What follows belongs to an exercise in optimizing a design on an open flow for small area; a production flow would make more cautious choices.
At most, simulation tests tie the RTL to the original design; equivalence was not proved.
Function not checked in run 4: the RTL went through the layout flow alone.
No activity file was given, so power comes from the tool's default toggle rates.

[flow/design.v]
module vesc_can_codec (
    input  wire        clk,
    input  wire        rst,
    input  wire        req_valid,
    output wire        req_ready,
    input  wire [1:0]  req_op,           
    input  wire [15:0] req_node,         
    input  wire [15:0] req_type_id,      
    input  wire [31:0] req_identifier,
    input  wire [7:0]  req_kind,
    input  wire [63:0] req_param,        
    input  wire [63:0] req_vel,          
    input  wire        req_vel_present,
    input  wire        req_store,
    input  wire [3:0]  req_len,
    input  wire [63:0] req_payload,      
    output wire        rsp_valid,
    input  wire        rsp_ready,
    output wire [3:0]  rsp_code,
    output wire [28:0] rsp_identifier,
    output wire [7:0]  rsp_node,
    output wire [7:0]  rsp_type_id,
    output wire [3:0]  rsp_len,
    output wire [63:0] rsp_payload,      
    output wire [31:0] rsp_field0,
    output wire [31:0] rsp_field1,
    output wire [31:0] rsp_field2,
    output wire [31:0] rsp_field3,
    output wire [16:0] rsp_info
);
    localparam [3:0] C_IDENT  = 4'd0, C_FIELDS = 4'd1, C_FRAME = 4'd2,
                     C_RECORD = 4'd3, C_NOREC  = 4'd4, C_RANGE = 4'd8,
                     C_FORMAT = 4'd9, C_VALUE  = 4'd10, C_ILLEGAL = 4'd11;
    localparam [2:0] P_IDLE = 3'd0, P_MUL = 3'd1, P_MACC = 3'd2, P_SHF = 3'd3,
                     P_FIN  = 3'd4, P_VACC = 3'd5;
    reg        rv;           
    reg [2:0]  ph;           
    reg        pre;          
    reg [63:0] D;            
    reg [15:0] A;            
    reg [3:0]  code;
    reg        X;            
    reg        l5, l8;       
    reg [4:0]  cnt;          
    reg        flag;         
    reg        sgn;          
    reg        vovf;         
    wire [7:0] kind = req_kind;
    wire k1  = (kind == 8'd1);
    wire k3  = (kind == 8'd3);
    wire k4  = (kind == 8'd4);
    wire k68 = (kind == 8'd68);
    wire k72 = (kind == 8'd72);
    wire ki  = k1 | k3 | k4;
    wire kf  = (kind == 8'd64) | (kind == 8'd65) | (kind == 8'd66) | k68 |
               (kind == 8'd69) | (kind == 8'd70) | (kind == 8'd71) | k72;
    wire node_ok = (req_node[15:8] == 8'd0);
    wire type_ok = (req_type_id[15:8] == 8'd0);
    wire enc_go  = (req_op == 2'd2) & (ki | kf) & node_ok;
    wire p_lo = |req_param[27:0];
    wire p_hi = |req_param[51:28];
    wire v_lo = |req_vel[27:0];
    wire v_hi = |req_vel[51:28];
    wire [10:0] pe  = req_param[62:52];
    wire [52:0] sig = {1'b1, req_param[51:0]};
    wire [10:0] i_c = kind[2] ? 11'd1034 : kind[1] ? 11'd1053 : 11'd1044;
    wire [11:0] i_d = {1'b0, i_c} - {1'b0, pe};
    wire i_min  = kind[1] & (&i_d) & req_param[63] & ~p_hi & (req_param[27:21] == 7'd0);
    wire i_ovf  = i_d[11] & ~i_min;
    wire i_zero = ~i_d[11] & (i_d[10:5] != 6'd0);
    wire [4:0] i_k = i_d[4:0];
    wire mul_need = ki & ~i_ovf & ~i_zero & ~i_min;
    wire vel_pos = ~req_vel[63] && ((req_vel[62:52] != 11'b0) | v_lo | v_hi) &&
                   !(req_vel[62:52] == 11'h7FF && (v_lo | v_hi));
    wire vel_need = k68 & req_vel_present & vel_pos;
    wire        use_vel = (ph == P_IDLE) & vel_need;
    wire [63:0] fv  = use_vel ? req_vel : req_param;
    wire        fs  = fv[63];
    wire [10:0] fe  = fv[62:52];
    wire [51:0] fm  = fv[51:0];
    wire        f_lo = use_vel ? v_lo : p_lo;              
    wire        f_nz = use_vel ? (v_lo | v_hi) : (p_lo | p_hi);    
    reg  [30:0] fl_val;
    reg         fl_g, fl_flag, fl_sgn;
    reg  [4:0]  fl_cnt;
    always @(*) begin
        fl_sgn  = fs;
        fl_g    = fm[28];
        fl_flag = f_lo;
        fl_cnt  = 5'd0;
        if (fe == 11'h7FF) begin
            fl_val  = {8'hFF, f_nz, 22'b0};
            fl_g    = 1'b0;
            fl_flag = 1'b0;
            if (f_nz) fl_sgn = 1'b0;
        end else if (fe >= 11'd1151) begin
            fl_val  = {8'hFE, 23'h7FFFFF};
            fl_g    = 1'b1;
            fl_flag = 1'b1;
        end else if (fe >= 11'd897) begin
            fl_val  = {~fe[7], fe[6:0], fm[51:29]};
        end else if (fe >= 11'd872) begin
            fl_val  = {7'b0, 1'b1, fm[51:29]};
            fl_cnt  = 5'd1 - fe[4:0];
        end else begin
            fl_val  = 31'b0;
            fl_g    = 1'b0;
            fl_flag = 1'b0;
        end
    end
    wire imode = ~A[14];
    wire bstep = (ph == P_MUL) & ((cnt == 5'd0) |
                 (A[10] & ((cnt == 5'd3) | (cnt == 5'd8) | (cnt >= 5'd10))) |
                 (~A[10] & ~A[9] & (cnt >= 5'd2)));
    localparam integer ADD_LO = 44;
    wire [52:0] add_a = D[63:11];
    wire [52:0] add_b = sig & {53{bstep}};
    wire [53:0] add_c;
    wire [53:0] sum0;
    wire [53:ADD_LO] inc_p;
    wire [53:0] sum;
    assign add_c[0] = 1'b0;
    assign add_c[ADD_LO] = 1'b0;
    genvar gi;
    generate
        for (gi = 0; gi < 53; gi = gi + 1) begin : g_add
            assign sum0[gi] = add_a[gi] ^ add_b[gi] ^ add_c[gi];
            if (gi + 1 == 22)
                assign add_c[gi+1] = (add_a[gi] & add_b[gi]) | (add_a[gi] & add_c[gi]) |
                                     (add_b[gi] & add_c[gi]) | f_inj;
            else if (gi + 1 != ADD_LO)
                assign add_c[gi+1] = (add_a[gi] & add_b[gi]) | (add_a[gi] & add_c[gi]) |
                                     (add_b[gi] & add_c[gi]);
        end
        for (gi = ADD_LO; gi < 54; gi = gi + 1) begin : g_inc
            if (gi == ADD_LO) begin : g_first
                assign inc_p[gi] = 1'b1;
            end else begin : g_next
                assign inc_p[gi] = inc_p[gi-1] & sum0[gi-1];
            end
            assign sum[gi] = sum0[gi] ^ (cl & inc_p[gi]);
        end
    endgenerate
    wire cl = (add_a[ADD_LO-1] & add_b[ADD_LO-1]) | (add_a[ADD_LO-1] & add_c[ADD_LO-1]) |
              (add_b[ADD_LO-1] & add_c[ADD_LO-1]);
    assign sum0[53] = add_c[53];
    assign sum[ADD_LO-1:0] = sum0[ADD_LO-1:0];
    wire f_inc = D[32] & (flag | D[33]);
    wire f_inj = (ph == P_FIN) & ~imode & f_inc;
    wire rot_out = D[32] ^ flag;
    wire rot_f   = sgn ? (D[32] | flag) : (D[32] & flag);
    wire fin_ovf = imode ? (sgn ^ ((rot_f ^ sgn) | rot_out))
                         : (f_inc & (D[63:56] == 8'hFE) & (&D[55:33]));
    reg [3:0] fld;
    always @(*) begin
        case (A[15:8])
            8'd1:    fld = 4'd0;
            8'd3:    fld = 4'd1;
            8'd64:   fld = 4'd3;
            8'd65:   fld = 4'd4;
            8'd66:   fld = 4'd5;
            8'd69:   fld = 4'd6;
            8'd70:   fld = 4'd7;
            8'd71:   fld = 4'd8;
            default: fld = 4'd2;         
        endcase
        if (!fin_ovf) fld = 4'd6;        
    end
    reg [3:0]  im_code;
    reg [15:0] im_A;
    reg        im_X;
    reg [3:0]  need;
    reg        known;
    always @(*) begin
        im_code = C_FIELDS;
        im_A    = req_identifier[15:0];
        im_X    = 1'b0;
        need    = 4'd8;
        known   = 1'b1;
        case (req_identifier[15:8])
            8'd9, 8'd14, 8'd15, 8'd16, 8'd28: need = 4'd8;
            8'd27:   need = 4'd6;
            default: known = 1'b0;
        endcase
        case (req_op)
        2'd0: begin
            if (!node_ok) begin
                im_code = C_RANGE; im_A = req_node;
            end else if (!type_ok) begin
                im_code = C_RANGE; im_A = req_type_id; im_X = 1'b1;
            end else begin
                im_code = C_IDENT; im_A = {req_type_id[7:0], req_node[7:0]};
            end
        end
        2'd1: ;
        2'd2: begin
            if (!(ki | kf)) begin
                im_code = C_ILLEGAL; im_A = {8'b0, kind};
            end else begin
                im_code = C_RANGE; im_A = req_node;
            end
        end
        default: begin
            if (!known)
                im_code = C_NOREC;
            else if (req_len < need) begin
                im_code = C_FORMAT; im_A = {req_identifier[15:8], req_len, need};
            end else
                im_code = C_RECORD;
        end
        endcase
    end
    assign req_ready = ~rv & ((ph == P_IDLE) ? ~(enc_go & (mul_need | vel_need))
                                             : ((ph == P_MACC) | (ph == P_VACC)));
    wire s_idle = (ph == P_IDLE);
    wire s_mul  = (ph == P_MUL);
    wire s_macc = (ph == P_MACC);
    wire s_shf  = (ph == P_SHF);
    wire s_fin  = (ph == P_FIN);
    wire s_vacc = (ph == P_VACC);
    wire go     = s_idle & req_valid & ~rv;    
    wire t_imm  = go & ~enc_go;                
    wire t_enc  = go & enc_go;                 
    wire t_ild  = t_enc & ki;                  
    wire t_fid  = t_enc & ~ki;                 
    wire t_fld  = t_fid | s_vacc;              
    wire fin_end = ~imode | (cnt == 5'd1);    
    wire t_done = s_fin & ~pre & fin_end;      
    wire t_vovf = t_done & (fin_ovf | vovf);   
    wire mul_last = (cnt == (A[10] ? 5'd13 : A[9] ? 5'd0 : 5'd6));
    reg [2:0] ph_n;
    always @(*) begin
        case (ph)
        P_IDLE: begin
            ph_n = P_IDLE;
            if (t_ild)
                ph_n = mul_need ? P_MUL : P_FIN;
            else if (t_fid)
                ph_n = (fl_cnt != 5'd0) ? P_SHF : P_FIN;
        end
        P_MUL:   ph_n = !req_valid ? P_IDLE : mul_last ? P_MACC : P_MUL;
        P_MACC:  ph_n = !req_valid ? P_IDLE : (i_k != 5'd0) ? P_SHF : P_FIN;
        P_SHF:   ph_n = (pre & !req_valid) ? P_IDLE : (cnt == 5'd1) ? P_FIN : P_SHF;
        P_FIN:   ph_n = !fin_end ? P_FIN : (pre & req_valid) ? P_VACC : P_IDLE;
        P_VACC:  ph_n = !req_valid ? P_IDLE : (fl_cnt != 5'd0) ? P_SHF : P_FIN;
        default: ph_n = P_IDLE;
        endcase
    end
    wire d_hhold = ~(t_imm | t_ild | t_fld | s_mul | s_shf | s_fin);
    wire d_lhold = ~(t_imm | t_ild | t_fid | s_vacc | s_mul);
    wire [31:0] d_hi_n =
        ({32{d_hhold}} & D[63:32]) |
        ({32{s_mul | s_shf}} & sum[53:22]) |
        ({32{s_fin}} & {imode ? rot_out : sgn, sum[52:22]}) |
        {32{t_ild & i_ovf}} |
        {t_ild & i_min, 31'b0} |
        ({32{t_fld}} & {fl_val, fl_g}) |
        ({32{t_imm}} & req_payload[63:32]);
    wire [31:0] d_lo_n =
        ({32{d_lhold}} & D[31:0]) |
        ({32{s_mul}} & {sum[21:0], D[10:1]}) |
        ({32{t_fid}} & {7'b0, req_store, 24'b0}) |
        ({32{s_vacc}} & D[63:32]) |
        ({32{t_imm}} & req_payload[31:0]);
    wire a_hold = ~(t_imm | t_enc | t_vovf);
    wire [15:0] a_n = ({16{a_hold}} & A) |
                      ({16{t_imm}} & im_A) |
                      ({16{t_enc}} & {kind, req_node[7:0]}) |
                      ({16{t_vovf}} & {12'b0, fld});
    wire [3:0] code_n = ({4{a_hold}} & code) |
                        ({4{t_imm}} & im_code) |
                        ({4{t_enc}} & C_FRAME) |
                        ({4{t_vovf}} & C_VALUE);
    wire x_n   = (~(t_imm | t_enc) & X) | (t_imm & im_X);
    wire l5_n  = (~(t_imm | t_enc) & l5) | (t_enc & k72);
    wire l8_n  = (~(t_imm | t_enc | s_vacc) & l8) | s_vacc;
    wire [4:0] cnt_n = s_mul ? (cnt + 5'd1) :
                       (s_shf | s_fin) ? (cnt - 5'd1) :
                       t_ild ? 5'd0 :
                       s_macc ? i_k : fl_cnt;
    wire flag_n = s_shf  ? (imode ? (flag & D[32]) : (flag | D[32])) :
                  s_fin  ? rot_f :
                  s_macc ? ((&D[31:10]) & (D[63] | D[9])) :
                  t_ild  ? i_ovf : fl_flag;
    wire sgn_n  = (s_shf | s_fin) ? sgn : t_fld ? fl_sgn : req_param[63];
    wire pre_n  = (t_ild & mul_need) | (t_fid & vel_need) |
                  (~(t_ild | t_fid | s_macc | s_vacc) & pre);
    wire vovf_n = (s_fin & pre) ? fin_ovf : (~t_enc & vovf);
    wire rv_n   = t_imm | t_done | (rv & ~rsp_ready);
    always @(posedge clk) begin
        D     <= {d_hi_n, d_lo_n};
        A     <= a_n;
        code  <= code_n;
        X     <= x_n;
        l5    <= l5_n;
        l8    <= l8_n;
        cnt   <= cnt_n;
        flag  <= flag_n;
        sgn   <= sgn_n;
        vovf  <= vovf_n;
        if (rst) begin
            rv  <= 1'b0;
            ph  <= P_IDLE;
            pre <= 1'b0;
        end else begin
            rv  <= rv_n;
            ph  <= ph_n;
            pre <= pre_n;
        end
    end
    wire is_frame = (code == C_FRAME);
    wire is_id    = (code == C_IDENT) | is_frame;
    wire is_nt    = (code == C_FIELDS) | (code == C_RECORD) | (code == C_NOREC);
    wire is_rec   = (code == C_RECORD);
    wire [7:0] ty = A[15:8];
    wire c9  = is_rec & (ty == 8'd9);
    wire c14 = is_rec & ((ty == 8'd14) | (ty == 8'd15));
    wire c16 = is_rec & ((ty == 8'd16) | (ty == 8'd28));
    wire c27 = is_rec & (ty == 8'd27);
    wire c32 = c9 | c14 | c27;
    assign rsp_valid      = rv;
    assign rsp_code       = code;
    assign rsp_identifier = {13'b0, A & {16{is_id}}};
    assign rsp_node       = A[7:0]  & {8{is_nt}};
    assign rsp_type_id    = A[15:8] & {8{is_nt}};
    assign rsp_len        = is_frame ? (l8 ? 4'd8 : l5 ? 4'd5 : 4'd4) : 4'd0;
    assign rsp_payload    = {D[63:32] & {32{is_frame}},
                             D[31:24] & {8{is_frame & (l5 | l8)}},
                             D[23:0]  & {24{is_frame & l8}}};
    assign rsp_info       = {X, A & {16{code[3]}}};
    assign rsp_field0 = ({32{c32}} & D[63:32]) |
                        ({32{c16}} & {{16{D[63]}}, D[63:48]});
    assign rsp_field1 = ({32{c14}} & D[31:0]) |
                        ({32{c9 | c27}} & {{16{D[31]}}, D[31:16]}) |
                        ({32{c16}} & {{16{D[47]}}, D[47:32]});
    assign rsp_field2 = ({32{c9}} & {{16{D[15]}}, D[15:0]}) |
                        ({32{c16}} & {{16{D[31]}}, D[31:16]});
    assign rsp_field3 = ({32{c16}} & {{16{D[15]}}, D[15:0]});
endmodule
[flow/flow/run.sh]
#!/bin/bash
# Standard layout, except that the port buffers are the platform's smallest
# buffer (sky130_fd_sc_hd__buf_1) instead of the one buffer_ports picks.
set -euo pipefail
export BUFFER_PORTS_ARGS="-buffer_cell sky130_fd_sc_hd__buf_1"
bash standard.sh > standard.log 2>&1
[flow/standard.sh]
#!/bin/bash
# synth_recipe.tcl (not shown) runs the flow's synth.tcl, then flattens the netlist and writes it again
# the make line also repeats each setting of config.mk as NAME=value (left out here)
make -C /OpenROAD-flow-scripts/flow DESIGN_CONFIG=/design/flow/config.mk WORK_HOME=/design/flow/orfs CLKGATE_MAP_FILE= SYNTH_SCRIPT=/design/flow/synth_recipe.tcl "${@:-finish}"
[flow/config.mk]
export PLATFORM = sky130hd
export DESIGN_NAME = vesc_can_codec
export DESIGN_NICKNAME = vesc_can_codec
export VERILOG_FILES = /design/flow/design.v
export SDC_FILE = /design/flow/constraint.sdc
export NUM_CORES = 4
export LEC_CHECK = 0
export ABC_AREA = 1
export CAP_MARGIN = 0
export CORE_MARGIN = 2
export CORE_UTILIZATION = 35
export SLEW_MARGIN = 0
[flow/constraint.sdc]
create_clock -name core_clock -period 25.0 [get_ports {clk}]
set_input_delay 5.0000 -clock core_clock [delete_from_list [all_inputs] [get_ports {clk}]]
set_output_delay 5.0000 -clock core_clock [all_outputs]
set_load 0.01 [all_outputs]
==> results of run 1 <==
## worst paths after layout
path	start	end	depth (start not counted)	slack, ps
max	req_param[0]	D[62]	67	900
min reg2reg	vovf	vovf	2	500
max reg2reg	ph[0]	D[62]	71	4100
min	vovf	vovf	2	500
## power by group through the flow
stage / Sequential (mW) / Clock, mW / Combinational [mW]
6_report: 0.204 / 0.146 / 0.195
5_1_grt: 0.206 / 0.153 / 0.213
4_1_cts: 0.203 / 0.147 / 0.191
3_5_place_dp: 0.207 / 0 / 0.189
3_3_place_gp: 0.206 / 0 / 0.189
2_1_floorplan: 0.196 / 0 / 0.113
## cell type report
type	instances	area, um^2	area share [%]
Antenna cell	2	5.005	0.03725
Clock buffer	11	252.7	1.881
Tap cell	402	503.0	3.743
Timing Repair Buffer	530	2068	15.39
Sequential cell	100	2012	14.97
Multi-Input combinational cell	1352	7599	56.55
Inverter	254	953.4	7.096
Clock inverter	5	43.79	0.3259
## flip-flops by register name (all words and copies together), names as in the netlist
name  count
A        16
D        64
X         1
cnt       5
code      4
flag      1
l5        1
l8        1
ph        3
pre       1
rv        1
sgn       1
vovf      1
## per-stage QoR
stage          util [%]  total power, mW  instance area (um^2)  setup TNS (ps)  setup slack [ps]
6_report          42.69           0.5452                 13440               0             902.8
3_3_place_gp      41.61           0.3950                 13100          -289.7            -155.8
3_5_place_dp      41.61           0.3960                 13100          -814.8            -331.8
4_1_cts           42.55           0.5405                 13390               0             50.49
5_1_grt           42.68           0.5717                 13430          -20.38            -20.38
2_1_floorplan         -           0.3091                 11190               0             658.6
## routing by layer
| layer | routed length [um] | track usage, % | vias to the layer above |
|---|---|---|---|
| met2 | 26400 | 53.08 | 783 |
| met1 | 23320 | 42.59 | 7047 |
| met5 | 0 | 0 | - |
| li1 | - | - | 6872 |
| met3 | 5034 | 6.725 | 112 |
| met4 | 2035 | 12.39 | 0 |
## logic make-up (layout without fill, tap and decap cells)
| group | count (synthesis) | in the layout | share of synthesized area (%) |
|---|---|---|---|
| compound gates | 368 | 368 | 20.67 |
| simple gates | 880 | 880 | 33.52 |
| flops | 100 | 100 | 18.06 |
| buf+inv | 381 | 800 | 14.65 |
| mux | 9 | 9 | 0.8087 |
| fa+ha+maj | 71 | 71 | 11.48 |
| xor+xnor | 10 | 10 | 0.7861 |
| other cells | 1 | 16 | 0.03366 |
## placed cells by master, fill, tap and decap left out, types with 23 or more instances in the layout
cell type	synthesis	routed
a21oi_1	68	68
inv_1	241	241
o21ai_1	23	23
o22ai_1	34	34
nor4_1	33	33
dfxtp_1	99	99
o21ai_0	121	121
nand4_1	58	58
o2111ai_1	36	36
fa_1	52	37
nor3_1	30	29
nor2_1	255	253
nand3_1	66	65
buf_1	5	509
nand2_1	416	416
## worst reg2reg max path, delay by kind of cell, from the launching register on
kind	cells	cell delay [ps]
and+or+nand+nor	13	2000
buffers and inverters	12	1010
DFF	1	350
adders and majority gates	44	17320
AOI/OAI and AO/OA	2	130
## timing repair
item,4_1_cts,5_1_grt
setup endpoints to repair,0,6
hold buffers,0,0
gates resized for setup,0,16
buffers inserted,0,0
==> results.txt, run 1 <==
* Status: no timing/DRC/antenna violations
* Io pins at 540
* TritonCTS clock tree: done
* Port bufs at 509
* FFs w/ async S/R, synth at 0%
* Fmax at 41.50 MHz
* Clock Latency Late Sink at 360 ps
* Gr ovfl total at 0
* Final Hold Viols at 0
* CP startpoint kind: primary input
* Combinational power share at 35.8%
* Slew @ Worst Pin at 1119 ps
* Largest stage delay, worst path at 440 ps
* Cells after Synth at 1820
* Number of setup violations in the final report at 0
* Critical path type: in2reg
* Clock Pin Slew Worst Setup and Hold Paths at 80 ps
* Routed length per instance at 21.38 um
* Fin nets at 2594
* Post-synthesis area per instance at 6.121 um^2
* Crit path max-delay family: adder cells
* Worst-path cell with the longest stage delay: fa_1
* Starting Density at 35.40%
* Rows at 65
* Fin. max-slew vios at 0
* Core region area at 31470 um^2
* Top cells by area, synth: dfxtp_1 18%, nand2_1 14%, fa_1 9.3%, nor2_1 8.6%, inv_1 8.1%
* Pin count of the biggest net entering global routing at 65
* PwrDens at 40.57 nW/um^2
* Post-synthesis sequential area ratio at 18.06%
* Post-DP HPWL at 46.42 mm
* Area delta synth->final at 20.61%
* WL final at 56.80 mm
* Min Clock Period, post-route at 24100 ps
* Worst-path maximum fanout at 3
* Post-placement cell count at 2638
* Number of synthesized flops with an enable pin at 1
* Commonest cells in the netlist: 416 x nand2_1, 255 x nor2_1, 241 x inv_1
* Relative slew slack at 25.39%
* Critical path's most frequent cell: fa_1
* Crit end category: register
* Seq pwr share at 37.4%
* Top-area cell type share of the netlist area at 17.79%
* Leading area contributor after synthesis: dfxtp_1
* Dominant cell by count in the synthesized netlist: nand2_1
* Worst Path Required at 25250 ps
* Min-Delay Path Class: reg2reg
* Max VDD drop at 0.03266 mV
* Synthesized area at 11140 um^2
* Clk pwr share at 26.9%
* H-tree Lvls at 3
* Initial antenna violation count at 2
* Final GP Congestion at 1.022
* Tot GR Track Use at 32.64%
* Layout cells sized above 1 at 3.774%
* Pleak at 5.425 nW
* Antenna viol nets, final at 0
* Sw Ratio at 43.13%
* Max Clock Skew at 12.38 ps
* Num CTS Buffers at 9
* Via Count at 14810
* Fin cells at 2656
* P_sw at 0.2351 mW
* Fin crit share at 96.39%
* Die Y at 182.4 um
* Synth warnings at 1
* Drt first pass iters at 6
* Cell Int Power at 0.3100 mW
* Worst EP arrival at 24350 ps
* CTS root buffer: clkbuf_16
* Max cap viols at 0
* Post-synth cell types at 59
* First-pass GRT wire length at 82.32 mm
* CP Buf/Inv Count at 11
* CTS sink cnt at 100
* Number of global-route vias before repair at 13500
* Hold Slack at 496.5 ps
* Vias per inst at 5.578
* Total Die Area at 33270 um^2
* Register bit total from synthesis at 100
* Initial DRC count at 1670
* Fill cells at 3566
* Die X-Extent at 182.4 um
* Ys flop type: dfxtp_1
* Max Root-Sink Buffers at 2
* DR DRC count at 0
==> run 2, diff against run 1 <==
--- a/flow/config.mk
+++ b/flow/config.mk
@@ -6,7 +6,9 @@
 export NUM_CORES = 4
 export LEC_CHECK = 0
 export ABC_AREA = 1
-export CAP_MARGIN = 0
+export CAP_MARGIN = 20
 export CORE_MARGIN = 2
-export CORE_UTILIZATION = 35
-export SLEW_MARGIN = 0
+export CORE_UTILIZATION = 40
+export CTS_BUF_LIST = sky130_fd_sc_hd__clkbuf_8
+export CTS_CLUSTER_DIAMETER = 50
+export SLEW_MARGIN = 20
==> results.txt, run 2 <==
* Status: no timing/DRC/antenna violations
* Routed wl met3 at 4.755 mm
* Port bufs at 509
* WL final at 54.68 mm
* Leading cell type in the layout, fill and taps excluded: buf_1
* Layout cells sized above 1 at 3.733%
* Top-area cell type share of the netlist area at 17.79%
* RSZ-0062 raised after global routing: false
* Drt first pass iters at 6
* Worst-path maximum fanout at 3
* Number of setup violations in the final report at 0
* Worst-path cell with the longest stage delay: fa_1
* DR DRC count at 0
* Critical path's most frequent cell: fa_1
* Hold Buf Count CTS at 0
* Fin nets at 2592
* PwrDens at 38.84 nW/um^2
* Number of synthesized flops with an enable pin at 1
* Fin crit share at 96.51%
* Post-synthesis sequential area ratio at 18.06%
* Max Root-Sink Buffers at 2
* Pin count of the biggest net entering global routing at 64
* Largest registers: D: 64 flops, A: 16 flops, cnt: 5 flops
* TritonCTS clock tree: done
* Leading area contributor after synthesis: dfxtp_1
* Gr ovfl total at 0
* Io pins at 540
* Synthesized area at 11140 um^2
* Routed length per instance at 20.80 um
* CTS sink cnt at 100
* Starting Density at 40.32%
* Register bit total from synthesis at 100
* Commonest cells in the netlist: 416 x nand2_1, 255 x nor2_1, 241 x inv_1
* Worst slack at placement at -407.0 ps
* Slew @ Worst Pin at 1082 ps
* Relative slew slack at 27.81%
* Rows at 61
* Max Clock Skew at 15.84 ps
* Total Die Area at 29200 um^2
* Num CTS Buffers at 9
* Initial DRC count at 1622
* DR top layer: met4
* Max VDD drop at 0.02346 mV
* Setup repair bufs after CTS at 0
* CTS root buffer: clkbuf_8
* Die Y at 170.9 um
* Initial antenna violation count at 0
* Hold Slack at 493.0 ps
* Tot GR Track Use at 35.37%
* Die X-Extent at 170.9 um
* Core Util, Final at 48.18%
* Most frequent cells in the layout: 509 x buf_1, 416 x nand2_1, 253 x nor2_1
* Top cells by area, synth: dfxtp_1 18%, nand2_1 14%, fa_1 9.3%, nor2_1 8.6%, inv_1 8.1%
* Post-DP HPWL at 44.12 mm
* Dominant cell by count in the synthesized netlist: nand2_1
* Largest stage delay, worst path at 450 ps
* FFs w/ async S/R, synth at 0%
* Synth warnings at 1
* Min Clock Period, post-route at 24130 ps
* Worst Path Required at 25280 ps
* Cells after Synth at 1820
* Number of global-route vias before repair at 13410
* Max FFs per register at 64
* Clock Latency Late Sink at 400 ps
* CP startpoint kind: primary input
* Worst reg2reg path startpoint: ph[0]
* Final WS setup at 873.0 ps
* Pleak at 5.378 nW
* Final Hold Viols at 0
* Vias per inst at 5.547
* Total negative slack at 0 ps
* Min-Delay Path Class: reg2reg
* Met2 WL at 25.65 mm
* Met1 Routed Length at 21.94 mm
* Via Count at 14580
* Crit path from: req_param[0]
* Tot Pwr at 0.5171 mW
* Top reg by flops: D
* Fmax at 41.45 MHz
* Max cap viols at 0
* Critical path type: in2reg
* Area delta synth->final at 19.50%
* Final GP Congestion at 0.9934
* Antenna viol nets, final at 0
* Clock Pin Slew Worst Setup and Hold Paths at 110 ps
* Worst EP arrival at 24410 ps
* Min-delay src: X
* Crit end category: register
* First-pass GRT wire length at 78.41 mm
* Storage cell area at 2012 um^2
* Post-synth cell types at 59
* Fill cells at 3136
* Core region area at 27630 um^2
* Fin. max-slew vios at 0
* Area used by multi-input combinational logic at 7602 um^2
* Post-synthesis area per instance at 6.121 um^2
* H-tree Lvls at 3
* Ys flop type: dfxtp_1
## run 2: cell types whose count changed in the layout (fill, tap and decap cells not counted), sizes merged
cell / before / now
bufinv: 0 / 1
buf: 530 / 528
diode: 2 / 1
clkbuf: 11 / 10
## run 2: path summary, 6_finish.rpt
check | end | slack, ps | cells after the start
max reg2reg | D[62] | 4080 | 71
min | X | 490 | 1
max | D[62] | 870 | 67
min reg2reg | X | 490 | 1
## run 2: final cells by class
class,count,share of cell area [%]
multi-input cells,1352,57.11
flip-flops and latches,100,15.11
inverters,254,7.162
repair buffers,528,15.48
clock inverters,6,0.5357
diodes,1,0.01880
well taps,378,3.553
clock buffers,10,1.034
## run 2: logic make-up after synthesis
group,synth area share [%]
simple gates,33.52
buf+inv,14.65
compound gates,20.67
flops,18.06
fa+ha+maj,11.48
xor+xnor,0.7861
mux,0.8087
other cells,0.03366
## run 2: repair_timing
| action | 4_1_cts | 5_1_grt |
|---|---|---|
| setup endpoints to repair | 0 | 6 |
| hold endpoints to repair | 0 | 0 |
| gates resized for setup | 0 | 16 |
## run 2: power breakdown
group	total, mW	switching, mW	internal, mW	leakage [nW]
Clock	0.118	0.0683	0.0500	0.0995
Combinational	0.195	0.139	0.0558	4.44
Sequential	0.203	0.0238	0.180	0.839
Total	0.517	0.232	0.285	5.38
## run 2: critical path, delay by kind of cell
| family | cells | cell delay (ps) |
|---|---|---|
| AND/OR/NAND/NOR | 10 | 1240 |
| adder cells (fa/ha/maj) | 44 | 17320 |
| buffers and inverters | 11 | 680 |
| AO/OA/AOI/OAI | 2 | 150 |
## run 2: per-layer routing
metal,global-route usage (%),vias to the layer above
li1,-,6860
met1,45.09,6828
met2,59.65,787
met3,5.205,109
met4,15.07,0
met5,0,-
## run 2: metrics by stage
stage	instances	instance area (um^2)
finish	2629	13310
global route	2628	13310
CTS	2627	13250
detailed placement	2611	13040
global placement	2611	13040
floorplan	1833	11190
==> run 3, diff against run 2 <==
--- a/flow/design.v
+++ b/flow/design.v
@@ -40,11 +40,10 @@
     reg [15:0] A;            
     reg [3:0]  code;
     reg        X;            
-    reg        l5, l8;       
+    reg        l8;           
     reg [4:0]  cnt;          
     reg        flag;         
     reg        sgn;          
-    reg        vovf;         
     wire [7:0] kind = req_kind;
     wire k1  = (kind == 8'd1);
     wire k3  = (kind == 8'd3);
@@ -226,6 +225,8 @@
     wire t_fld  = t_fid | s_vacc;              
     wire fin_end = ~imode | (cnt == 5'd1);    
     wire t_done = s_fin & ~pre & fin_end;      
+    wire vovf   = (code == C_VALUE);
+    wire t_velo = s_fin & pre & fin_ovf;       
     wire t_vovf = t_done & (fin_ovf | vovf);   
     wire mul_last = (cnt == (A[10] ? 5'd13 : A[9] ? 5'd0 : 5'd6));
     reg [2:0] ph_n;
@@ -258,7 +259,7 @@
         ({32{t_imm}} & req_payload[63:32]);
     wire [31:0] d_lo_n =
         ({32{d_lhold}} & D[31:0]) |
-        ({32{s_mul}} & {sum[21:0], D[10:1]}) |
+        ({32{s_mul}} & {sum[21:0], D[10], 9'b0}) |    
         ({32{t_fid}} & {7'b0, req_store, 24'b0}) |
         ({32{s_vacc}} & D[63:32]) |
         ({32{t_imm}} & req_payload[31:0]);
@@ -267,12 +268,11 @@
                       ({16{t_imm}} & im_A) |
                       ({16{t_enc}} & {kind, req_node[7:0]}) |
                       ({16{t_vovf}} & {12'b0, fld});
-    wire [3:0] code_n = ({4{a_hold}} & code) |
+    wire [3:0] code_n = ({4{a_hold & ~t_velo}} & code) |
                         ({4{t_imm}} & im_code) |
                         ({4{t_enc}} & C_FRAME) |
-                        ({4{t_vovf}} & C_VALUE);
+                        ({4{t_vovf | t_velo}} & C_VALUE);
     wire x_n   = (~(t_imm | t_enc) & X) | (t_imm & im_X);
-    wire l5_n  = (~(t_imm | t_enc) & l5) | (t_enc & k72);
     wire l8_n  = (~(t_imm | t_enc | s_vacc) & l8) | s_vacc;
     wire [4:0] cnt_n = s_mul ? (cnt + 5'd1) :
                        (s_shf | s_fin) ? (cnt - 5'd1) :
@@ -285,19 +285,16 @@
     wire sgn_n  = (s_shf | s_fin) ? sgn : t_fld ? fl_sgn : req_param[63];
     wire pre_n  = (t_ild & mul_need) | (t_fid & vel_need) |
                   (~(t_ild | t_fid | s_macc | s_vacc) & pre);
-    wire vovf_n = (s_fin & pre) ? fin_ovf : (~t_enc & vovf);
     wire rv_n   = t_imm | t_done | (rv & ~rsp_ready);
     always @(posedge clk) begin
         D     <= {d_hi_n, d_lo_n};
         A     <= a_n;
         code  <= code_n;
         X     <= x_n;
-        l5    <= l5_n;
         l8    <= l8_n;
         cnt   <= cnt_n;
         flag  <= flag_n;
         sgn   <= sgn_n;
-        vovf  <= vovf_n;
         if (rst) begin
             rv  <= 1'b0;
             ph  <= P_IDLE;
@@ -323,6 +320,7 @@
     assign rsp_identifier = {13'b0, A & {16{is_id}}};
     assign rsp_node       = A[7:0]  & {8{is_nt}};
     assign rsp_type_id    = A[15:8] & {8{is_nt}};
+    wire l5 = (A[15:8] == 8'd72);             
     assign rsp_len        = is_frame ? (l8 ? 4'd8 : l5 ? 4'd5 : 4'd4) : 4'd0;
     assign rsp_payload    = {D[63:32] & {32{is_frame}},
                              D[31:24] & {8{is_frame & (l5 | l8)}},
==> results.txt, run 3 <==
* Post-synthesis area per instance at 6.061 um^2
* Clock Latency Late Sink at 400 ps
* Top-area cell type share of the netlist area at 17.38%
* Diodes inserted at 0
* Post-DP HPWL at 45.74 mm
* Worst Path Required at 25250 ps
* Max cap viols at 0
* Synthesized area at 11400 um^2
* Synth warnings at 1
* CTS sink cnt at 98
* Largest registers: D: 64 flops, A: 16 flops, cnt: 5 flops
* Clock Pin Slew Worst Setup and Hold Paths at 100 ps
* Leading area contributor after synthesis: nand2_1
* Pleak at 5.572 nW
* Worst reg-to-reg setup slack at 4010 ps
* Rows at 61
* Slew @ Worst Pin at 1124 ps
* PwrDens at 38.40 nW/um^2
* Fin nets at 2653
* Commonest cells in the netlist: 528 x nand2_1, 250 x nor2_1, 244 x inv_1
* Fmax at 41.47 MHz
* Status: no timing/DRC/antenna violations
* Leading cell type in the layout, fill and taps excluded: nand2_1
* Post-synthesis sequential area ratio at 17.30%
* Final GP Congestion at 0.9946
* Dominant cell by count in the synthesized netlist: nand2_1
* TritonCTS clock tree: done
* Worst slack at placement at -541.6 ps
* Ys flop type: dfxtp_1
* Num CTS Buffers at 9
* Max Root-Sink Buffers at 2
* Fin crit share at 96.46%
* Register bit total from synthesis at 98
* Storage cell area at 1972 um^2
* Max FFs per register at 64
* Fill cells at 3134
* Total Die Area at 29870 um^2
* Min-Delay Path Class: reg2reg
* Clk pwr share at 23.0%
* Hold Path Sink: D[0]
* Relative slew slack at 24.90%
* DR DRC count at 0
* H-tree Lvls at 3
* Placed Area at 13280 um^2
* Worst EP arrival at 24370 ps
* Core Util, Final at 48.58%
* Hold Slack at 501.2 ps
* Number of setup violations in the final report at 0
* Tot GR Track Use at 35.65%
* Layout cells sized above 1 at 4.417%
* Starting Density at 40.81%
* Worst-path cell with the longest stage delay: fa_1
* Post-synth cell types at 66
* Tot Pwr at 0.5211 mW
* Cell Int Power at 0.2943 mW
* Antenna viol nets, final at 0
* Critical R2R Capture: D[62]
* First-pass GRT wire length at 82.79 mm
* Most frequent cells in the layout: 528 x nand2_1, 508 x buf_1, 246 x nor2_1
* Seq pwr share at 38.4%
* Pin count of the biggest net entering global routing at 51
* Critical path's most frequent cell: fa_1
* Number of synthesized flops with an enable pin at 1
* Max Clock Skew at 26.60 ps
* Gr ovfl total at 0
* Top reg by flops: D
* Via Count at 15130
* Setup repair bufs after CTS at 0
* Final WS setup at 886.1 ps
* Number of global-route vias before repair at 13550
* CTS root buffer: clkbuf_8
* CP startpoint kind: primary input
* Drt first pass iters at 6
* P_sw at 0.2268 mW
* Vias per inst at 5.630
* Crit end category: register
* Initial antenna violation count at 0
* Critical path type: in2reg
* WL final at 56.24 mm
* Min Clock Period, post-route at 24110 ps
* Cells after Synth at 1881
* Io pins at 540
* Area delta synth->final at 19.04%
* CP Buf/Inv Count at 9
* Sw Ratio at 43.52%
* Max VDD drop at 0.02143 mV
* FFs w/ async S/R, synth at 0%
* Die Y at 172.8 um
* Combinational power share at 38.6%
* RSZ-0062 raised after global routing: false
* Area used by multi-input combinational logic at 7889 um^2
* Crit path max-delay family: adder cells
* Initial DRC count at 1728
* Top cells by area, synth: nand2_1 17%, dfxtp_1 17%, fa_1 9.1%, nor2_1 8.2%, inv_1 8.0%
* Core region area at 27930 um^2
* Fin area at 13570 um^2
* Worst-path maximum fanout at 3
* Worst reg2reg path startpoint: cnt[0]
* Die X-Extent at 172.8 um
* Routed length per instance at 20.93 um
* Largest stage delay, worst path at 440 ps
* Fin. max-slew vios at 0
* Min-delay src: D[0]
* Port bufs at 509
* Hold path cells at 2
* R2r worst-path depth at 71
* Final Hold Viols at 0
## run 3: worst max-delay path by stage
stage,start,endpoint,cells after the start
after global routing,req_param[0],D[62],68
after detailed placement,req_param[0],D[62],68
after global placement,req_param[0],D[62],68
after CTS,req_param[0],D[62],68
after floorplan,req_param[0],D[63],66
final,req_param[0],D[62],68
## run 3: cell type report
class / instances / share of cell area (%)
repair buffers: 523 / 14.99
inverters: 262 / 7.283
clock buffers: 10 / 1.014
flip-flops and latches: 98 / 14.53
clock inverters: 4 / 0.5716
multi-input cells: 1412 / 58.13
well taps: 378 / 3.485
## run 3: routing by layer
layer | GRT usage, % | part of all wire (%)
met1 | 50.42 | 44
met2 | 57.38 | 45
met3 | 4.661 | 8.8
met4 | 8.934 | 2.6
met5 | 0 | 0
## run 3: cells by family (layout without fill, tap and decap cells)
| family | count (synthesis) | after routing | synth area share, % |
|---|---|---|---|
| buf+inv | 384 | 799 | 14.48 |
| compound gates | 341 | 341 | 19.46 |
| other cells | 1 | 14 | 0.03289 |
| xor+xnor | 10 | 10 | 0.7683 |
| flops | 98 | 98 | 17.30 |
| fa+ha+maj | 71 | 71 | 11.22 |
| simple gates | 976 | 976 | 36.75 |
## run 3: worst reg2reg max path, delay by kind of cell (launching register included)
| kind | cells | cell delay [ps] |
|---|---|---|
| adder cells (fa/ha/maj) | 45 | 17360 |
| AND/OR/NAND/NOR | 13 | 1630 |
| AO/OA/AOI/OAI | 5 | 820 |
| buffers and inverters | 8 | 690 |
| flip-flops | 1 | 360 |
## run 3: power groups by stage
stage | logic, mW | registers [mW] | clock network [mW]
global placement | 0.194 | 0.203 | 0
detailed placement | 0.193 | 0.203 | 0
global route | 0.219 | 0.203 | 0.127
finish | 0.201 | 0.200 | 0.120
floorplan | 0.119 | 0.192 | 0
CTS | 0.195 | 0.199 | 0.120
## run 3: stage by stage
stage	setup TNS, ps	cells
after floorplan	0	1894
after global placement	-521.8	2672
after detailed placement	-1228	2672
after CTS	0	2686
after global routing	0	2687
final	0	2687
## run 3: what timing repair did
action | CTS | global route
pin swaps | 0 | 1
cloned | 0 | 0
setup endpoints to repair | 2 | 7
hold buffers | 0 | 0
endpoints found under the hold margin | 0 | 0
gates resized for setup | 2 | 17
==> run 4, diff against run 3 <==
--- a/flow/design.v
+++ b/flow/design.v
@@ -44,6 +44,7 @@
     reg [4:0]  cnt;          
     reg        flag;         
     reg        sgn;          
+    reg        vovf;         
     wire [7:0] kind = req_kind;
     wire k1  = (kind == 8'd1);
     wire k3  = (kind == 8'd3);
@@ -108,9 +109,9 @@
         end
     end
     wire imode = ~A[14];
-    wire bstep = (ph == P_MUL) & ((cnt == 5'd0) |
-                 (A[10] & ((cnt == 5'd3) | (cnt == 5'd8) | (cnt >= 5'd10))) |
-                 (~A[10] & ~A[9] & (cnt >= 5'd2)));
+    wire bstep = (ph == P_MUL) & ((A[10] & ((cnt <= 5'd3) | (cnt == 5'd5) | (cnt == 5'd10) |
+                                            (cnt == 5'd13))) |
+                                  (~A[10] & (cnt != 5'd5)));
     localparam integer ADD_LO = 44;
     wire [52:0] add_a = D[63:11];
     wire [52:0] add_b = sig & {53{bstep}};
@@ -225,10 +226,8 @@
     wire t_fld  = t_fid | s_vacc;              
     wire fin_end = ~imode | (cnt == 5'd1);    
     wire t_done = s_fin & ~pre & fin_end;      
-    wire vovf   = (code == C_VALUE);
-    wire t_velo = s_fin & pre & fin_ovf;       
     wire t_vovf = t_done & (fin_ovf | vovf);   
-    wire mul_last = (cnt == (A[10] ? 5'd13 : A[9] ? 5'd0 : 5'd6));
+    wire mul_last = (cnt == 5'd0);
     reg [2:0] ph_n;
     always @(*) begin
         case (ph)
@@ -268,15 +267,15 @@
                       ({16{t_imm}} & im_A) |
                       ({16{t_enc}} & {kind, req_node[7:0]}) |
                       ({16{t_vovf}} & {12'b0, fld});
-    wire [3:0] code_n = ({4{a_hold & ~t_velo}} & code) |
+    wire [3:0] code_n = ({4{a_hold}} & code) |
                         ({4{t_imm}} & im_code) |
                         ({4{t_enc}} & C_FRAME) |
-                        ({4{t_vovf | t_velo}} & C_VALUE);
+                        ({4{t_vovf}} & C_VALUE);
     wire x_n   = (~(t_imm | t_enc) & X) | (t_imm & im_X);
     wire l8_n  = (~(t_imm | t_enc | s_vacc) & l8) | s_vacc;
-    wire [4:0] cnt_n = s_mul ? (cnt + 5'd1) :
-                       (s_shf | s_fin) ? (cnt - 5'd1) :
-                       t_ild ? 5'd0 :
+    wire [4:0] cnt_n = (s_mul | s_shf | s_fin) ? (cnt - 5'd1) :
+                       t_ild ? ((mul_need & kind[2]) ? 5'd13 :
+                                (mul_need & ~kind[1]) ? 5'd6 : 5'd0) :
                        s_macc ? i_k : fl_cnt;
     wire flag_n = s_shf  ? (imode ? (flag & D[32]) : (flag | D[32])) :
                   s_fin  ? rot_f :
@@ -285,6 +284,7 @@
     wire sgn_n  = (s_shf | s_fin) ? sgn : t_fld ? fl_sgn : req_param[63];
     wire pre_n  = (t_ild & mul_need) | (t_fid & vel_need) |
                   (~(t_ild | t_fid | s_macc | s_vacc) & pre);
+    wire vovf_n = (s_fin & pre) ? fin_ovf : (~t_enc & vovf);
     wire rv_n   = t_imm | t_done | (rv & ~rsp_ready);
     always @(posedge clk) begin
         D     <= {d_hi_n, d_lo_n};
@@ -295,6 +295,7 @@
         cnt   <= cnt_n;
         flag  <= flag_n;
         sgn   <= sgn_n;
+        vovf  <= vovf_n;
         if (rst) begin
             rv  <= 1'b0;
             ph  <= P_IDLE;
==> results.txt, run 4 <==
* FFs w/ async S/R, synth at 0%
* Met2 WL at 25.89 mm
* TritonCTS clock tree: done
* Max cap viols at 0
* Fin cells at 2660
* Io pins at 540
* Synthesized area at 11450 um^2
* Final WS setup at 806.3 ps
* Num CTS Buffers at 9
* Most frequent cells in the layout: 509 x buf_1, 376 x nand2_1, 298 x nor2_1
* Drt first pass iters at 6
* Area delta synth->final at 18.65%
* DR DRC count at 0
* Min-Delay Path Class: reg2reg
* CTS sink cnt at 99
* First-pass GRT wire length at 81.70 mm
* Placed Area at 13310 um^2
* Leading cell type in the layout, fill and taps excluded: buf_1
* Met1 Routed Length at 22.26 mm
* Crit path max-delay family: adder cells
* Post-DP HPWL at 44.49 mm
* Max FFs per register at 64
* Fin nets at 2622
* Leading area contributor after synthesis: dfxtp_1
* Starting Density at 40.87%
* Post_cts resized at 0
* Die X-Extent at 173.2 um
* Rows at 61
* Hold Slack at 495.0 ps
* Initial DRC count at 1346
* WL final at 55.01 mm
* Top-area cell type share of the netlist area at 17.14%
* Worst-path cell with the longest stage delay: fa_1
* Setup repair bufs after CTS at 0
* PwrDens at 38.79 nW/um^2
* Min Clock Period, post-route at 24190 ps
* CP startpoint kind: primary input
* Hold Buf Count CTS at 0
* Worst-path maximum fanout at 3
* Number of global-route vias before repair at 13960
* Final Hold Viols at 0
* Register bit total from synthesis at 99
* Post-synthesis mux area share at 0%
* Pleak at 5.502 nW
* Antenna viol nets, final at 0
* Post-synth cell types at 65
* Post-synthesis sequential area ratio at 17.40%
* Die Y at 173.2 um
* Tot GR Track Use at 35.17%
* Fin. max-slew vios at 0
* Vias per inst at 5.576
* Complex-gate fraction of the synthesized area at 20.03%
* Max Clock Skew at 17.37 ps
* Dominant cell by count in the synthesized netlist: nand2_1
* Total Die Area at 29990 um^2
* Max VDD drop at 0.02488 mV
* Fmax at 41.33 MHz
* Fin crit share at 96.77%
* Worst slack at placement at -244.5 ps
* Critical path type: in2reg
* Top reg by flops: D
* Final GP Congestion at 0.9590
* Post-placement cell count at 2642
* Worst Path Required at 25270 ps
* DR top layer: met4
* Via Count at 14830
* Clock Latency Late Sink at 410 ps
* Fraction of the mapped netlist area in simple logic gates at 35.11%
* Post-synthesis area per instance at 6.184 um^2
* CTS root buffer: clkbuf_8
* H-tree Lvls at 3
* Pin count of the biggest net entering global routing at 64
* Slew @ Worst Pin at 1065 ps
* Clock Pin Slew Worst Setup and Hold Paths at 110 ps
* Layout cells sized above 1 at 4.605%
* Top cells by area, synth: dfxtp_1 17%, nand2_1 12%, nor2_1 9.9%, fa_1 9.1%, inv_1 8.8%
* Port bufs at 509
* Critical path's most frequent cell: fa_1
* Status: no timing/DRC/antenna violations
* Routed length per instance at 20.68 um
* Fin area at 13580 um^2
* Relative slew slack at 28.92%
* Worst EP arrival at 24460 ps
* Xor/xnor share of the synthesized area at 0.6886%
* Largest stage delay, worst path at 440 ps
* Synth warnings at 1
* Core region area at 28010 um^2
* Routed wl met3 at 4.337 mm
* Commonest cells in the netlist: 376 x nand2_1, 302 x nor2_1, 269 x inv_1
* Largest family of logic cells by synthesized area: simple AND/OR/NAND/NOR gates
* Gr ovfl total at 0
* Max Root-Sink Buffers at 2
* Cells after Synth at 1851
* Number of setup violations in the final report at 0
* Number of synthesized flops with an enable pin at 1
* CP Buf/Inv Count at 11
* Initial antenna violation count at 2
* Largest registers: D: 64 flops, A: 16 flops, cnt: 5 flops
* Adder-Cell Fraction of Synth Area at 11.17%
* Crit end category: register
* Ys flop type: dfxtp_1
-- run 4: changes by cell type after synthesis, sizes merged, moves of 4 or more --
cell / delta
clkbuf: -4
inv: +22
a221oi: -7
nand3: +7
nand2: -148
o211ai: -6
o21ai: +5
nor3: +32
buf: +7
nor2: +53
o221ai: +12
nor4: -5
-- run 4: cell families (layout without fill, tap and decap cells) --
family                     count (synthesis)  in the layout
xor gates and xnor gates                   9              9
adders and majority gates                 71             71
other                                      1             16
and+or+nand+nor                          910            910
buffers and inverters                    410            826
AOI/OAI and AO/OA                        351            351
DFF                                       99             99
-- run 4: worst paths after layout --
kind | start | to | slack [ps] | cells after the start
min reg2reg | X | X | 500 | 1
max | req_param[0] | D[63] | 810 | 69
max reg2reg | ph[0] | D[63] | 3740 | 74
min | X | X | 500 | 1
-- run 4: worst reg2reg max path, delay by kind of cell, from the launching register on --
family	cells	cell delay, ps
adder cells (fa/ha/maj)	44	17340
AND/OR/NAND/NOR	13	1940
buffers and inverters	12	860
AO/OA/AOI/OAI	4	440
flip-flops	1	370
XOR/XNOR	1	130
-- run 4: layer usage --
| layer | vias to the layer above | track usage [%] |
|---|---|---|
| li1 | 6950 | - |
| met1 | 6946 | 44.39 |
| met2 | 800 | 59.02 |
| met3 | 137 | 5.937 |
| met4 | 0 | 15.32 |
| met5 | - | 0 |
-- run 4: area by class of cell --
type / instances / area (um^2)
multi-input cells: 1355 / 7772
clock buffers: 10 / 137.6
diodes: 2 / 5.005
repair buffers: 525 / 2038
fillers: 3174 / 14430
inverters: 285 / 1076
flip-flops and latches: 99 / 1992
well taps: 378 / 473.0
clock inverters: 6 / 87.58
-- run 4: where the power goes --
| group | internal [mW] | switching, mW | total, mW | leakage (nW) |
|---|---|---|---|---|
| sequential | 0.178 | 0.0175 | 0.195 | 0.831 |
| clock | 0.0594 | 0.0653 | 0.125 | 0.117 |
| combinational | 0.0577 | 0.149 | 0.207 | 4.55 |
| total | 0.295 | 0.232 | 0.527 | 5.50 |
-- run 4: metrics by stage --
| stage | utilization, % | setup TNS [ps] | power, mW |
|---|---|---|---|
| 6_report | 48.49 | 0 | 0.5268 |
| 3_5_place_dp | 47.52 | -510.6 | 0.3998 |
| 3_3_place_gp | 47.47 | -234.7 | 0.3985 |
| 2_1_floorplan | - | 0 | 0.3115 |
| 5_1_grt | 48.49 | -16.94 | 0.5544 |
| 4_1_cts | 48.33 | 0 | 0.5236 |

[static timing again, ports no longer ideal]
In the flow no input, the clock included, has a driving cell. The finished layouts below were timed again as built, in two steps. Step 1 sets driving cells, clkbuf_16 on the clock port and buf_2 on the other inputs (assumed; they add their load-dependent delay and slew). Step 2, shift: input delay + t, output delay - t, t = (earliest + latest rising clock arrival at the registers) / 2. This alone moves slack from input paths to output paths. Three values: ideal, step 1, step 2; two values: the first two.
run	shift t [ns]	slack for setup (ns)	latest minus earliest clock arrival (ns)	worst slew at a driven data input, ns
run 1	0.411	0.903 / 0.933 / 0.522	0.012 / 0.012	0.07
run 2	0.432	0.873 / 0.887 / 0.455	0.016 / 0.016	0.12
run 3	0.429	0.886 / 0.908 / 0.478	0.027 / 0.027	0.10
run 4	0.434	0.806 / 0.819 / 0.385	0.021 / 0.021	0.11
After both steps every run listed still meets setup and hold. The setup slack of run 4, which loses most, moves by +0.013 ns with the drivers and by -0.421 ns with both steps.
